This is an optimization exercise on Yosys and OpenROAD, whose aim is small area, a short achievable clock period and few clock cycles per item, not a production implementation. Where RTL was checked, it was by simulation tests only, not by an equivalence proof against the original.

==> inputs of run a <==
// vcpu_decoder
module vcpu_decoder (
    input  wire        clk,
    input  wire        rst,         
    input  wire [63:0] in_data,
    input  wire [7:0]  in_oob,
    input  wire [3:0]  in_avail,
    output wire [3:0]  in_take,
    output reg         out_valid,
    output reg         out_ok,
    output reg  [2:0]  out_reason,
    output reg  [4:0]  out_len,
    output reg  [7:0]  out_op,
    output reg  [1:0]  out_size,
    output reg         out_dcr,
    output reg         out_scr,
    output reg  [3:0]  out_d_reg,
    output reg  [2:0]  out_d_mode,
    output wire [7:0]  out_d_xb,
    output reg  [63:0] out_d_val,
    output reg  [3:0]  out_s_reg,
    output reg  [2:0]  out_s_mode,
    output wire [7:0]  out_s_xb,
    output reg  [63:0] out_s_val
);
    localparam [2:0] R_UNKNOWN_OPCODE = 3'd1, R_UNKNOWN_EXT = 3'd2,
                     R_RESERVED_BITS = 3'd3, R_INVALID_ADDR = 3'd4, R_OOB = 3'd5;
    localparam [1:0] F_NONE = 2'd0, F_Z = 2'd1, F_U = 2'd2, F_B = 2'd3;
    localparam [2:0] RO_R = 3'd0, RO_W = 3'd1, RO_CNT = 3'd2, RO_OFF = 3'd3,
                     RO_OFF8 = 3'd4, RO_AW = 3'd5, RO_EA = 3'd6;
    localparam [2:0] ST_OP = 3'd0, ST_B1 = 3'd1, ST_DD = 3'd2, ST_SD = 3'd3,
                     ST_DPAY = 3'd4, ST_SPAY = 3'd5;
    function [1:0] fmt_of(input [7:0] op);
        case (op)
            8'h00, 8'h01, 8'h02, 8'h03: fmt_of = F_Z;
            8'h04, 8'h08, 8'h30, 8'h31,
            8'h40, 8'h41, 8'h42, 8'h43, 8'h44, 8'h45: fmt_of = F_U;
            8'h10, 8'h11, 8'h12, 8'h13,
            8'h20, 8'h21, 8'h22, 8'h23, 8'h24, 8'h25, 8'h26: fmt_of = F_B;
            default: fmt_of = F_NONE;
        endcase
    endfunction
    function [2:0] role_d_of(input [7:0] op);
        case (op)
            8'h04, 8'h30, 8'h25: role_d_of = RO_R;
            8'h08:               role_d_of = RO_OFF;
            8'h40, 8'h41, 8'h42, 8'h43, 8'h44, 8'h45: role_d_of = RO_OFF8;
            8'h26:               role_d_of = RO_AW;
            default:             role_d_of = RO_W;
        endcase
    endfunction
    function [2:0] role_s_of(input [7:0] op);
        case (op)
            8'h10, 8'h11, 8'h12, 8'h13: role_s_of = RO_CNT;
            8'h26:                      role_s_of = RO_EA;
            default:                    role_s_of = RO_R;
        endcase
    endfunction
  ...
export LEC_CHECK = 0
export ABC_AREA = 1
export CAP_MARGIN = 20
export CORE_MARGIN = 2
export CORE_UTILIZATION = 40
export SLEW_MARGIN = 20
create_clock -name core_clock -period 5.0 [get_ports {clk}]
standard.sh (not shown) runs the stock make flow with config.mk's settings and CLKGATE_MAP_FILE= SYNTH_SCRIPT=/design/flow/synth_recipe.tcl, a recipe that flattens the netlist after the stock synthesis.
==> flow/flow/run.sh <==
#!/bin/bash
# The standard layout, with the smallest buffer (buf_1) on every input and
# output port in place of ORFS's default port buffer (clkdlybuf4s50_1); the
# resizer still upsizes any port buffer that timing or slew needs.
set -euo pipefail
export BUFFER_PORTS_ARGS="-buffer_cell sky130_fd_sc_hd__buf_1"
bash standard.sh > standard_flow.log 2>&1
==> inputs of run b, as changes to run a <==
--- a/flow/design.v
+++ b/flow/design.v
@@ -154,22 +154,22 @@
         if (h_isZ)
             h_end[1] = 1'b1;
         else if (h_isU) begin
             h_end[2] = h_ldo[0] || h_ldo[4];
             h_end[3] = h_ldo[1];
             h_end[4] = h_ldo[2];
             h_end[6] = h_ldo[3];
         end else begin
-            h_end[3] = h_ldo[0] && (h_lso[0] || h_lso[4]);
+            h_end[3] = h_ldo[4] || (h_ldo[0] && (h_lso[0] || h_lso[4]));
             h_end[4] = (h_ldo[0] && h_lso[1]) || (h_ldo[1] && (h_lso[0] || h_lso[3] || h_lso[4]));
             h_end[5] = (h_ldo[0] && h_lso[2]) || (h_ldo[1] && h_lso[1]) ||
                        (h_ldo[2] && (h_lso[0] || h_lso[3] || h_lso[4]));
             h_end[6] = (h_ldo[1] && h_lso[2]) || (h_ldo[2] && h_lso[1]);
-            h_end[7] = (h_ldo[0] && h_lso[3]) || (h_ldo[2] && h_lso[2]) || h_ldo[3] || h_ldo[4];
+            h_end[7] = (h_ldo[0] && h_lso[3]) || (h_ldo[2] && h_lso[2]) || h_ldo[3];
         end
     end
     wire [7:0] h_fail;
     assign h_fail[0] = h_bad0;
     assign h_fail[1] = (h_b1r != 3'd0);
     assign h_fail[2] = h_bad2;
     assign h_fail[3] = h_isB ? h_bad3 : (h_drr && w[3][3]);
     assign h_fail[4] = h_isB && (h_drr || (h_srr && h_ldo[0])) && w[4][3];
@@ -179,18 +179,17 @@
     wire [1:0] r_fmt  = fmt_of(out_op);
     wire [3:0] r_ld   = plen_of(out_d_mode, out_size);
     wire [3:0] r_ls   = (r_fmt == F_B) ? plen_of(out_s_mode, out_size) : 4'd0;
     wire [4:0] r_lso  = plen_oh(out_s_mode, out_size);
     wire       r_drr  = (out_d_mode == 3'd5);
     wire       r_srr  = (out_s_mode == 3'd5);
     wire dp_wide = st_dp && (cnt == 4'd8);
     wire sp_wide = st_sp && (cnt == r_ls);
-    wire dp4     = st_dp && (cnt == 4'd4);
-    wire wide    = st_op || dp_wide || sp_wide || dp4;
+    wire wide    = st_op || dp_wide || sp_wide;
     reg       s_bad;
     reg [2:0] s_rsn;
     always @(*) begin
         s_bad = 1'b0;
         s_rsn = R_INVALID_ADDR;
         case (state)
             ST_B1:   begin s_bad = (b1_fail(out_op, w[0]) != 3'd0); s_rsn = b1_fail(out_op, w[0]); end
             ST_DD:   s_bad = !desc_ok(w[0], role_d_of(out_op), out_dcr);
@@ -203,19 +202,16 @@
     reg [7:0] fl, en;
     always @(*) begin
         if (st_op) begin
             fl = h_fail;
             en = h_end;
         end else if (dp_wide) begin
             fl = 8'd0;
             en = 8'b1000_0000;
-        end else if (dp4) begin
-            fl = {3'd0, r_srr && w[4][3], 4'd0};
-            en = {r_lso[3], 1'b0, r_lso[2], r_lso[1], r_lso[0] || r_lso[4] || (r_fmt != F_B), 3'd0};
         end else if (sp_wide) begin
             fl = {7'd0, r_srr && w[0][3]};
             en = {r_lso[4], 3'd0, r_lso[3], 1'b0, r_lso[2], r_lso[1]};
         end else begin
             fl = {7'd0, s_bad};
             en = 8'b0000_0001;
         end
     end
@@ -249,20 +245,18 @@
         n_state = state;
         n_cnt   = cnt;
         n_rec   = 1'b0;
         if (go) begin
             if (fails)
                 n_rec = 1'b1;
             else case (state)
                 ST_OP:
-                    if (h_isU && h_ldo[4]) begin
+                    if (h_isU && h_ldo[4] || h_isB && h_ldo[4]) begin
                         n_state = ST_DPAY; n_cnt = 4'd8;
-                    end else if (h_isB && h_ldo[4]) begin
-                        n_state = ST_DPAY; n_cnt = 4'd4;
                     end else if (h_isB && !h_lso[0] && !h_sfit) begin
                         n_state = ST_SPAY; n_cnt = h_ls;
                     end else
                         n_rec = 1'b1;
                 ST_B1:
                     if (r_fmt == F_Z) n_rec = 1'b1;
                     else n_state = ST_DD;
                 ST_DD:
@@ -272,21 +266,17 @@
                     end else n_rec = 1'b1;
                 ST_SD:
                     if (r_ld != 4'd0) begin
                         n_state = ST_DPAY; n_cnt = r_ld;
                     end else if (plen_of(w[0][2:0], out_size) != 4'd0) begin
                         n_state = ST_SPAY; n_cnt = plen_of(w[0][2:0], out_size);
                     end else n_rec = 1'b1;
                 ST_DPAY:
-                    if (dp4) begin
-                        if (r_lso[4] && r_fmt == F_B) begin
-                            n_state = ST_SPAY; n_cnt = 4'd8;
-                        end else n_rec = 1'b1;
-                    end else if (cnt != 4'd1 && !dp_wide) n_cnt = cnt - 4'd1;
+                    if (cnt != 4'd1 && !dp_wide) n_cnt = cnt - 4'd1;
                     else if (r_ls != 4'd0) begin
                         n_state = ST_SPAY; n_cnt = r_ls;
                     end else n_rec = 1'b1;
                 default:
                     if (cnt != 4'd1 && !sp_wide) n_cnt = cnt - 4'd1;
                     else n_rec = 1'b1;
             endcase
         end else if (ser) begin
@@ -308,17 +298,17 @@
     wire       h_l1   = h_ldo[1];
     wire       h_l2   = h_ldo[2];
     wire       h_se4  = h_l0 && h_sn1;
     wire       h_se5  = (h_l0 && h_sn2) || (h_l1 && h_sn1);
     wire       h_se6  = (h_l1 && h_sn2) || (h_l2 && h_sn1);
     wire       h_se7  = (h_l0 && h_sn4) || (h_l2 && h_sn2);
     wire dp_w  = dp_wide;
     wire sp_w  = sp_wide;
-    wire dp_s  = st_dp && !dp_wide && !dp4;
+    wire dp_s  = st_dp && !dp_wide;
     wire sp_s  = st_sp && !sp_wide;
     wire r_sn1 = r_lso[1];
     wire r_sn2 = r_lso[2];
     wire r_sn4 = r_lso[3];
     wire r_sn8 = r_lso[4];
     wire du = st_op && h_isU;
     wire db = st_op && !h_isU;
     reg [7:0] d_b [0:7];
@@ -336,41 +326,31 @@
                | ({8{st_op && h_se6}} & w[6]) | ({8{st_op && h_se7}} & w[7]);
         s_b[1] = ({8{st_op && h_l0 && h_sn2}} & w[4]) | ({8{st_op && h_l1 && h_sn2}} & w[5])
                | ({8{st_op && ((h_l2 && h_sn2) || (h_l0 && h_sn4))}} & w[6]);
         s_b[2] = ({8{st_op && h_l0 && h_sn4}} & w[5]);
         s_b[3] = ({8{st_op && h_l0 && h_sn4}} & w[4]);
         s_b[4] = 8'd0; s_b[5] = 8'd0; s_b[6] = 8'd0; s_b[7] = 8'd0;
         for (j = 0; j < 8; j = j + 1)
             d_b[j] = d_b[j] | ({8{dp_w}} & w[7 - j]);
-        for (j = 4; j < 8; j = j + 1)
-            d_b[j] = d_b[j] | ({8{db && h_ldo[4]}} & w[11 - j]);
-        for (j = 0; j < 4; j = j + 1)
-            d_b[j] = d_b[j] | ({8{dp4}} & w[3 - j]);
-        s_b[0] = s_b[0] | ({8{dp4 && r_sn1}} & w[4]) | ({8{dp4 && r_sn2}} & w[5])
-               | ({8{dp4 && r_sn4}} & w[7]);
-        s_b[1] = s_b[1] | ({8{dp4 && r_sn2}} & w[4]) | ({8{dp4 && r_sn4}} & w[6]);
-        s_b[2] = s_b[2] | ({8{dp4 && r_sn4}} & w[5]);
-        s_b[3] = s_b[3] | ({8{dp4 && r_sn4}} & w[4]);
         s_b[0] = s_b[0] | ({8{sp_w && r_sn1}} & w[0]) | ({8{sp_w && r_sn2}} & w[1])
                | ({8{sp_w && r_sn4}} & w[3]) | ({8{sp_w && r_sn8}} & w[7]);
         s_b[1] = s_b[1] | ({8{sp_w && r_sn2}} & w[0]) | ({8{sp_w && r_sn4}} & w[2])
                | ({8{sp_w && r_sn8}} & w[6]);
         s_b[2] = s_b[2] | ({8{sp_w && r_sn4}} & w[1]) | ({8{sp_w && r_sn8}} & w[5]);
         s_b[3] = s_b[3] | ({8{sp_w && r_sn4}} & w[0]) | ({8{sp_w && r_sn8}} & w[4]);
         for (j = 4; j < 8; j = j + 1)
             s_b[j] = s_b[j] | ({8{sp_w && r_sn8}} & w[7 - j]);
     end
     reg [63:0] n_dval, n_sval;
     reg [7:0]  d_en, s_en;
     always @(*) begin
         for (j = 0; j < 8; j = j + 1) begin
-            d_en[j] = st_op || dp_w || (dp4 && (j < 4 || r_ld != 4'd8)) ||
-                      (dp_s && (cnt == j + 1 || cnt == r_ld));
-            s_en[j] = st_op || sp_w || dp4 || (sp_s && (cnt == j + 1 || cnt == r_ls));
+            d_en[j] = st_op || dp_w || (dp_s && (cnt == j + 1 || cnt == r_ld));
+            s_en[j] = st_op || sp_w || (sp_s && (cnt == j + 1 || cnt == r_ls));
             n_dval[8*j +: 8] = d_b[j] | ({8{dp_s && (cnt == j + 1)}} & w[0]);
             n_sval[8*j +: 8] = s_b[j] | ({8{sp_s && (cnt == j + 1)}} & w[0]);
         end
     end
     wire [4:0] len_base = st_op ? 5'd0 : out_len;
     reg  [3:0] n_tk;
     always @(*) begin
         n_tk = 4'd1;
--- a/flow/config.mk
+++ b/flow/config.mk
@@ -4,9 +4,10 @@
 export VERILOG_FILES = /design/flow/design.v
 export SDC_FILE = /design/flow/constraint.sdc
 export NUM_CORES = 4
 export LEC_CHECK = 0
 export ABC_AREA = 1
 export CAP_MARGIN = 20
 export CORE_MARGIN = 2
 export CORE_UTILIZATION = 40
+export GPL_TIMING_DRIVEN = 0
 export SLEW_MARGIN = 20
==> flow_summary.json <==
{
  "pg_comb_w": 0.000571,
  "synth-compound-area-share_pct": 26.1,
  "timing.critical_path.slowest_stage_cell": "nor2_1",
  "critical_path_peak_fanout": 12,
  "holdWs_ns": 0.455,
  "nonClockBufferCount": 326,
  "antenna_violations_before_repair": 1,
  "min_period_over_period_pct": 96.2,
  "finClkSkew_ns": 0.0195,
  "netlist_top_cells_count": "nand2_1, inv_1, nor2_1, dfxtp_1, nand3_1",
  "run_status": "timing/DRC/antenna clean",
  "start_util_pct": 40.4,
  "postCtsResizedCells": 1,
  "place_congestion": 1.02,
  "first_global_vias": 12100,
  "timing_worst_slew_pin_value_ns": 1.00,
  "final_design_area_no_fill_mm2": 0.0127
}
That was run a.
==> flow_summary.json <==
{
  "first_global_vias": 11000,
  "nonClockBufferCount": 315,
  "post_detailed_routing_wire_length_mm": 45.7,
  "netlist_top_cells_count": "nand2_1, inv_1, nor2_1, dfxtp_1, o221ai_1",
  "critical_path_peak_fanout": 9,
  "holdWs_ns": 0.468,
  "run_status": "timing/DRC/antenna clean",
  "finClkSkew_ns": 0.0238,
  "tns_ns": 0,
  "antenna_violations_before_repair": 0,
  "pg_comb_w": 0.000527,
  "timing_worst_slew_pin_value_ns": 0.894,
  "place_congestion": 0.988,
  "hp-class": "reg2reg",
  "start_util_pct": 40.4,
  "synth-compound-area-share_pct": 22.2,
  "timing.critical_path.slowest_stage_cell": "clkbuf_4"
}
That was run b.
Testbench counts of run b, summed over its fixed seeds: cycles 19,091, insns 13,919.
For run a, only the layout was checked, not whether the RTL still works.

==> re-timing with driven ports <==
How much do the figures lean on ideal ports? The routed layouts below were timed once more, with nothing changed but the port constraints.
Step 1: set_driving_cell puts a clkbuf_16 on clk and a buf_2 on each other input, an assumption about the parent block.
Step 2 times the ports against the registers' clock, not the clock port: input delays grow and output delays shrink by t, the midpoint of the rising clock arrivals with the driver on.
Three values: no drivers, after step 1, after step 2; two values: the first two.
run | shift t [ns] | setup WS [ns] | worst setup path after step 2 | latest minus earliest clock arrival (ns) | worst data-port slew with drivers (ns)
run a | 0.492 | 0.188 / 0.139 / 0.228 | input to output | 0.020 / 0.019 | 0.05
run b | 0.502 | 0.259 / 0.234 / 0.131 | input to register | 0.023 / 0.023 | 0.09
After both steps setup and hold are still met in every run listed. For run b, which loses most, drivers alone change the setup slack by -0.025 ns; drivers and shift together by -0.128 ns.
